This is an optimization exercise on Yosys and OpenROAD, whose aim is small area, not a production implementation.
Only simulation tests tie the RTL to the original design; equivalence was not proved.

==> branch indigo <==
## fairy_pwm
module fairy_pwm (
    input  wire       clk,
    input  wire       rst,       
    input  wire       sw_i,
    input  wire [9:0] dim_i,
    output reg        warm_o,
    output reg        cool_o
);
export LEC_CHECK = 0
export ABC_AREA = 1
export CAP_MARGIN = 20
export CELL_PAD_IN_SITES_DETAIL_PLACEMENT = 2
export CELL_PAD_IN_SITES_GLOBAL_PLACEMENT = 2
export CORE_MARGIN = 2
export CORE_UTILIZATION = 20
export PLACE_DENSITY = 0.28
export SLEW_MARGIN = 20
export SYNTH_MEMORY_MAX_BITS = 65536
create_clock -name core_clock -period 1000.0 [get_ports {clk}]
run.sh (not shown) runs the stock make flow with config.mk's settings and CLKGATE_MAP_FILE= SYNTH_SCRIPT=/design/flow/synth_recipe.tcl, a recipe that flattens the netlist after the stock synthesis.
==> inputs of branch maple, as changes to branch indigo <==
--- a/flow/design.v
+++ b/flow/design.v
@@ -2845,24 +2845,20 @@
     assign co = c[W];
 endmodule
 module fl_plan (
     input  wire [15:0] r,
     input  wire [10:0] th,
-    input  wire [6:0]  hf,
+    input  wire [6:0]  tc,      
     input  wire [16:0] R,
     input  wire [7:0]  q,
     input  wire [15:0] s,
     output wire [15:0] r_n,
-    output wire [10:0] th_n,
-    output wire [6:0]  hf_n
+    output wire [10:0] th_n
 );
-    wire        dl  = (hf <= 7'd40);
-    wire [6:0]  hs; wire hco;
-    fl_rca #(7) u_h (.a(hf), .b(7'd41), .ci(1'b0), .s(hs), .co(hco));
-    wire [6:0]  hw; wire hwo;
-    fl_rca #(7) u_hw (.a(hf), .b(7'd44), .ci(1'b0), .s(hw), .co(hwo));  
-    assign hf_n = hwo ? hw : hs;
+    wire        m0  = (tc % 7'd3) == 7'd0;
+    wire        m1  = (tc % 7'd3) == 7'd1;
+    wire        dl  = (tc <= 7'd60) ? m0 : (tc >= 7'd64) && (tc != 7'd124) && m1;
     wire [15:0] rm; wire rco;
     fl_rca #(16) u_rm (.a(r), .b(~s), .ci(!dl), .s(rm), .co(rco));
     wire neg = !rco;
     wire [15:0] ra; wire rao;
     fl_rca #(16) u_ra (.a(rm), .b(R[15:0]), .ci(1'b0), .s(ra), .co(rao));
@@ -2880,60 +2876,61 @@
     output reg        cool_o
 );
     localparam [16:0] RW0  = 17'd26367;
     localparam [16:0] RRC0 = 17'd26367;
     reg        tb;           
-    reg [9:0]  tl;           
+    reg [2:0]  ta;           
+    reg [6:0]  tc;
     reg        mode;
     reg        blank;
     reg [1:0]  n;            
     reg [9:0]  dim_reg;
     reg        kh;           
     reg [8:0]  kl;
     reg [16:0] rw;           
-    reg [7:0]  qw;
+    reg [6:0]  qw;           
     reg [15:0] sw;
     reg [16:0] rrc;          
     reg [15:0] rc;           
     reg [7:0]  qc;
     reg [15:0] sc;
     reg [15:0] r;
     reg [10:0] th;
-    reg [6:0]  hf;
     reg        dead;         
     reg        cy;           
     reg        dly;          
     reg        psg;          
     reg [1:0]  ph;           
-    wire       last  = (tl == 10'd999);
+    wire       clast = (tc == 7'd124);
+    wire       last  = clast && (ta == 3'd7);
     wire       poll  = tb && last;
     wire       tb_n  = last ? !tb : tb;
-    wire [9:0] tl_1;
-    wire       tl_co;
-    fl_rca #(10) u_tinc (.a(tl), .b(10'd0), .ci(1'b1), .s(tl_1), .co(tl_co));
-    wire [9:0] tl_n  = last ? 10'd0 : tl_1;
+    wire [6:0] tc_1;
+    wire       tc_co;
+    fl_rca #(7) u_tinc (.a(tc), .b(7'd0), .ci(1'b1), .s(tc_1), .co(tc_co));
+    wire [6:0] tc_n  = clast ? 7'd0 : tc_1;
+    wire [2:0] ta_n  = clast ? {ta[2] ^ (ta[1] & ta[0]), ta[1] ^ ta[0], !ta[0]} : ta;
+    wire       last_n = (tc_n == 7'd124) && (ta_n == 3'd7);
     wire       chg   = poll && (sw_i != mode);
     wire       upd   = poll && !chg && (n == 2'd3);
     wire       blank_n = poll ? chg : blank;
     wire [9:0] d_n     = upd ? dim_i : dim_reg;
     wire        st   = last;                  
     wire [15:0] r_i  = st ? 16'd0 : r;
     wire [10:0] th_i = st ? {1'b0, d_n} : th;  
-    wire [6:0]  hf_i = st ? 7'd40 : hf;
     wire        dd_i = st ? 1'b0 : dead;
     wire [16:0] pR   = tb_n ? {1'b0, rc} : rw;
-    wire [7:0]  pQ   = tb_n ? qc : qw;
+    wire [7:0]  pQ   = tb_n ? qc : {1'b0, qw};
     wire [15:0] pS   = tb_n ? sc : sw;
     wire [15:0] r_n;
     wire [10:0] th_n;
-    wire [6:0]  hf_n;
-    fl_plan u_plan (.r(r_i), .th(th_i), .hf(hf_i), .R(pR), .q(pQ), .s(pS),
-                    .r_n(r_n), .th_n(th_n), .hf_n(hf_n));
+    fl_plan u_plan (.r(r_i), .th(th_i), .tc(tc_n), .R(pR), .q(pQ), .s(pS),
+                    .r_n(r_n), .th_n(th_n));
     wire        dead_n = dd_i || th_n[10];
-    wire        on_n   = !dead_n && (tl_n != 10'd999) && !blank_n && (d_n != 10'd0);
-    wire [4:0]  p    = tl[9:5];
-    wire [4:0]  b    = tl[4:0];
+    wire        on_n   = !dead_n && !last_n && !blank_n && (d_n != 10'd0);
+    wire [4:0]  p    = {ta, tc[6:5]};
+    wire [4:0]  b    = tc[4:0];
     wire        b16  = (b == 5'd16);
     wire        b17  = (b == 5'd17);
     wire        blo16 = !b[4];                 
     wire        blo17 = blo16 || b16;          
     wire        blo18 = blo17 || b17;          
@@ -2983,18 +2980,18 @@
     fl_rca #(9) u_kinc (.a(kl), .b(9'd0), .ci(1'b1), .s(kl1), .co(kl_co));
     wire        kwrap = (kl == 9'd499);
     always @(posedge clk) begin
         cy <= es_c;
         if (rst) begin
-            tb <= 1'b1;  tl <= 10'd999;
+            tb <= 1'b1;  ta <= 3'd7; tc <= 7'd124;
             mode <= 1'b0; blank <= 1'b1; n <= 2'd0; dim_reg <= 10'd0;
             kh <= 1'b0; kl <= 9'd0;
             rw <= RW0; rrc <= RRC0;
             warm_o <= 1'b0; cool_o <= 1'b0;
         end else begin
-            tb <= tb_n; tl <= tl_n;
-            r <= r_n; th <= th_n; hf <= hf_n; dead <= dead_n;
+            tb <= tb_n; ta <= ta_n; tc <= tc_n;
+            r <= r_n; th <= th_n; dead <= dead_n;
             warm_o <= on_n && !tb_n;
             cool_o <= on_n && tb_n;
             blank <= blank_n;
             if (add && w_addw) rw  <= {es_s, rw[16:1]};
             if (add && w_addc) rrc <= {es_s, rrc[16:1]};
@@ -3007,11 +3004,11 @@
                 dly <= p0;
                 if (b17) psg <= es_s;
                 if (tb) begin
                     sw <= {ph[0], sw[15:1]};
                     if ((div || corr) && blo17) rw <= {rw[0], rw[16:1]};
-                    if (div && b17) qw <= {qw[6:0], !es_s};
+                    if (div && b17) qw <= {qw[5:0], !es_s};
                 end else begin
                     sc <= {ph[0], sc[15:1]};
                     if ((div || corr) && blo16) rc <= {rc[0], rc[15:1]};
                     if (div && b17) qc <= {qc[6:0], !es_s};
                 end
CORE_UTILIZATION = 50   (was 20)
CTS_BUF_LIST = sky130_fd_sc_hd__clkbuf_4   (was default)
PLACE_DENSITY = 0.6   (was 0.28)
==> inputs of branch cedar, as changes to branch indigo <==
--- a/flow/design.v
+++ b/flow/design.v
@@ -2845,24 +2845,20 @@
     assign co = c[W];
 endmodule
 module fl_plan (
     input  wire [15:0] r,
     input  wire [10:0] th,
-    input  wire [6:0]  hf,
+    input  wire [6:0]  tc,      
     input  wire [16:0] R,
     input  wire [7:0]  q,
     input  wire [15:0] s,
     output wire [15:0] r_n,
-    output wire [10:0] th_n,
-    output wire [6:0]  hf_n
+    output wire [10:0] th_n
 );
-    wire        dl  = (hf <= 7'd40);
-    wire [6:0]  hs; wire hco;
-    fl_rca #(7) u_h (.a(hf), .b(7'd41), .ci(1'b0), .s(hs), .co(hco));
-    wire [6:0]  hw; wire hwo;
-    fl_rca #(7) u_hw (.a(hf), .b(7'd44), .ci(1'b0), .s(hw), .co(hwo));  
-    assign hf_n = hwo ? hw : hs;
+    wire        m0  = (tc % 7'd3) == 7'd0;
+    wire        m1  = (tc % 7'd3) == 7'd1;
+    wire        dl  = (tc <= 7'd60) ? m0 : (tc >= 7'd64) && (tc != 7'd124) && m1;
     wire [15:0] rm; wire rco;
     fl_rca #(16) u_rm (.a(r), .b(~s), .ci(!dl), .s(rm), .co(rco));
     wire neg = !rco;
     wire [15:0] ra; wire rao;
     fl_rca #(16) u_ra (.a(rm), .b(R[15:0]), .ci(1'b0), .s(ra), .co(rao));
@@ -2880,60 +2876,61 @@
     output reg        cool_o
 );
     localparam [16:0] RW0  = 17'd26367;
     localparam [16:0] RRC0 = 17'd26367;
     reg        tb;           
-    reg [9:0]  tl;           
+    reg [2:0]  ta;           
+    reg [6:0]  tc;
     reg        mode;
     reg        blank;
     reg [1:0]  n;            
     reg [9:0]  dim_reg;
     reg        kh;           
     reg [8:0]  kl;
     reg [16:0] rw;           
-    reg [7:0]  qw;
+    reg [6:0]  qw;           
     reg [15:0] sw;
     reg [16:0] rrc;          
     reg [15:0] rc;           
     reg [7:0]  qc;
     reg [15:0] sc;
     reg [15:0] r;
     reg [10:0] th;
-    reg [6:0]  hf;
     reg        dead;         
     reg        cy;           
     reg        dly;          
     reg        psg;          
     reg [1:0]  ph;           
-    wire       last  = (tl == 10'd999);
+    wire       clast = (tc == 7'd124);
+    wire       last  = clast && (ta == 3'd7);
     wire       poll  = tb && last;
     wire       tb_n  = last ? !tb : tb;
-    wire [9:0] tl_1;
-    wire       tl_co;
-    fl_rca #(10) u_tinc (.a(tl), .b(10'd0), .ci(1'b1), .s(tl_1), .co(tl_co));
-    wire [9:0] tl_n  = last ? 10'd0 : tl_1;
+    wire [6:0] tc_1;
+    wire       tc_co;
+    fl_rca #(7) u_tinc (.a(tc), .b(7'd0), .ci(1'b1), .s(tc_1), .co(tc_co));
+    wire [6:0] tc_n  = clast ? 7'd0 : tc_1;
+    wire [2:0] ta_n  = clast ? {ta[2] ^ (ta[1] & ta[0]), ta[1] ^ ta[0], !ta[0]} : ta;
+    wire       last_n = (tc_n == 7'd124) && (ta_n == 3'd7);
     wire       chg   = poll && (sw_i != mode);
     wire       upd   = poll && !chg && (n == 2'd3);
     wire       blank_n = poll ? chg : blank;
     wire [9:0] d_n     = upd ? dim_i : dim_reg;
     wire        st   = last;                  
     wire [15:0] r_i  = st ? 16'd0 : r;
     wire [10:0] th_i = st ? {1'b0, d_n} : th;  
-    wire [6:0]  hf_i = st ? 7'd40 : hf;
     wire        dd_i = st ? 1'b0 : dead;
     wire [16:0] pR   = tb_n ? {1'b0, rc} : rw;
-    wire [7:0]  pQ   = tb_n ? qc : qw;
+    wire [7:0]  pQ   = tb_n ? qc : {1'b0, qw};
     wire [15:0] pS   = tb_n ? sc : sw;
     wire [15:0] r_n;
     wire [10:0] th_n;
-    wire [6:0]  hf_n;
-    fl_plan u_plan (.r(r_i), .th(th_i), .hf(hf_i), .R(pR), .q(pQ), .s(pS),
-                    .r_n(r_n), .th_n(th_n), .hf_n(hf_n));
+    fl_plan u_plan (.r(r_i), .th(th_i), .tc(tc_n), .R(pR), .q(pQ), .s(pS),
+                    .r_n(r_n), .th_n(th_n));
     wire        dead_n = dd_i || th_n[10];
-    wire        on_n   = !dead_n && (tl_n != 10'd999) && !blank_n && (d_n != 10'd0);
-    wire [4:0]  p    = tl[9:5];
-    wire [4:0]  b    = tl[4:0];
+    wire        on_n   = !dead_n && !last_n && !blank_n && (d_n != 10'd0);
+    wire [4:0]  p    = {ta, tc[6:5]};
+    wire [4:0]  b    = tc[4:0];
     wire        b16  = (b == 5'd16);
     wire        b17  = (b == 5'd17);
     wire        blo16 = !b[4];                 
     wire        blo17 = blo16 || b16;          
     wire        blo18 = blo17 || b17;          
@@ -2983,18 +2980,18 @@
     fl_rca #(9) u_kinc (.a(kl), .b(9'd0), .ci(1'b1), .s(kl1), .co(kl_co));
     wire        kwrap = (kl == 9'd499);
     always @(posedge clk) begin
         cy <= es_c;
         if (rst) begin
-            tb <= 1'b1;  tl <= 10'd999;
+            tb <= 1'b1;  ta <= 3'd7; tc <= 7'd124;
             mode <= 1'b0; blank <= 1'b1; n <= 2'd0; dim_reg <= 10'd0;
             kh <= 1'b0; kl <= 9'd0;
             rw <= RW0; rrc <= RRC0;
             warm_o <= 1'b0; cool_o <= 1'b0;
         end else begin
-            tb <= tb_n; tl <= tl_n;
-            r <= r_n; th <= th_n; hf <= hf_n; dead <= dead_n;
+            tb <= tb_n; ta <= ta_n; tc <= tc_n;
+            r <= r_n; th <= th_n; dead <= dead_n;
             warm_o <= on_n && !tb_n;
             cool_o <= on_n && tb_n;
             blank <= blank_n;
             if (add && w_addw) rw  <= {es_s, rw[16:1]};
             if (add && w_addc) rrc <= {es_s, rrc[16:1]};
@@ -3007,11 +3004,11 @@
                 dly <= p0;
                 if (b17) psg <= es_s;
                 if (tb) begin
                     sw <= {ph[0], sw[15:1]};
                     if ((div || corr) && blo17) rw <= {rw[0], rw[16:1]};
-                    if (div && b17) qw <= {qw[6:0], !es_s};
+                    if (div && b17) qw <= {qw[5:0], !es_s};
                 end else begin
                     sc <= {ph[0], sc[15:1]};
                     if ((div || corr) && blo16) rc <= {rc[0], rc[15:1]};
                     if (div && b17) qc <= {qc[6:0], !es_s};
                 end
==> comparison table <==
metric                                                                                        branch maple             branch cedar            branch indigo
Time the worst path needs with I/O delays and setup                                                      -                205.28 ns                205.92 ns
Mux cell area share after synthesis                                                                 0.0144                   0.0144                   0.0167
Share of post-route cells with drive strength above 1                                                    -                   0.0746                   0.0577
Clkbuf count                                                                                             -                       17                       17
Total of flip-flops plus latches after synthesis                                                       167                      167                      175
TritonCTS buffer count                                                                                   -                       17                       17
Setup repair after global routing missed its margin                                                      -                       no                       no
Routed WL per cell                                                                                       -                  30.7 µm                  30.1 µm
Transition time of the tightest slew-check pin                                                           -                  1.12 ns                  1.13 ns
Max-area cell class                                                                                      -        multi-input gates        multi-input gates
Total via count after detailed routing                                                                   -                    15400                    15700
CTS Buffer Depth                                                                                         -                        2                        2
Vias in the first global route                                                                           -                    15900                    16600
Run status                                                                                  did not finish  complete, no violations  complete, no violations
Stage where the flow stopped                           global placement without I/O (3_1_place_gp_skip_io)                        -                        -
Data buffer area share                                                                                   -                   0.0298                   0.0326
Max Cap Viol                                                                                             -                        0                        0
Number of routed nets with antenna violations                                                            -                        0                        0

[re-timing with driven ports]
No port has a modelled driver above. Below, the same layouts with a new extraction and two added sets of constraints. Step 1, drivers: a clkbuf_16 drives clk and a buf_2 each remaining input, both assumed. Step 2, shift: input delay + t, output delay - t, t = (earliest + latest rising clock arrival at the registers) / 2. This alone moves slack from input paths to output paths. a / b / c = ideal ports / drivers / drivers and shift; a / b = the first two.
| run | t, ns | slack for setup (ns) | hold slack, ns | latest minus earliest clock arrival (ns) | cell pins on the clock port's net |
|---|---|---|---|---|---|
| branch indigo | 0.552 | 794.084 / 794.124 / 793.572 | 0.444 / 0.444 / 0.444 | 0.024 / 0.024 | 1 |
| branch cedar | 0.528 | 794.724 / 794.676 / 794.148 | 0.438 / 0.438 / 0.438 | 0.017 / 0.017 | 1 |
After both steps every run listed still meets setup and hold. The setup slack of branch cedar, which loses most, moves by -0.048 ns with the drivers and by -0.576 ns with both steps.
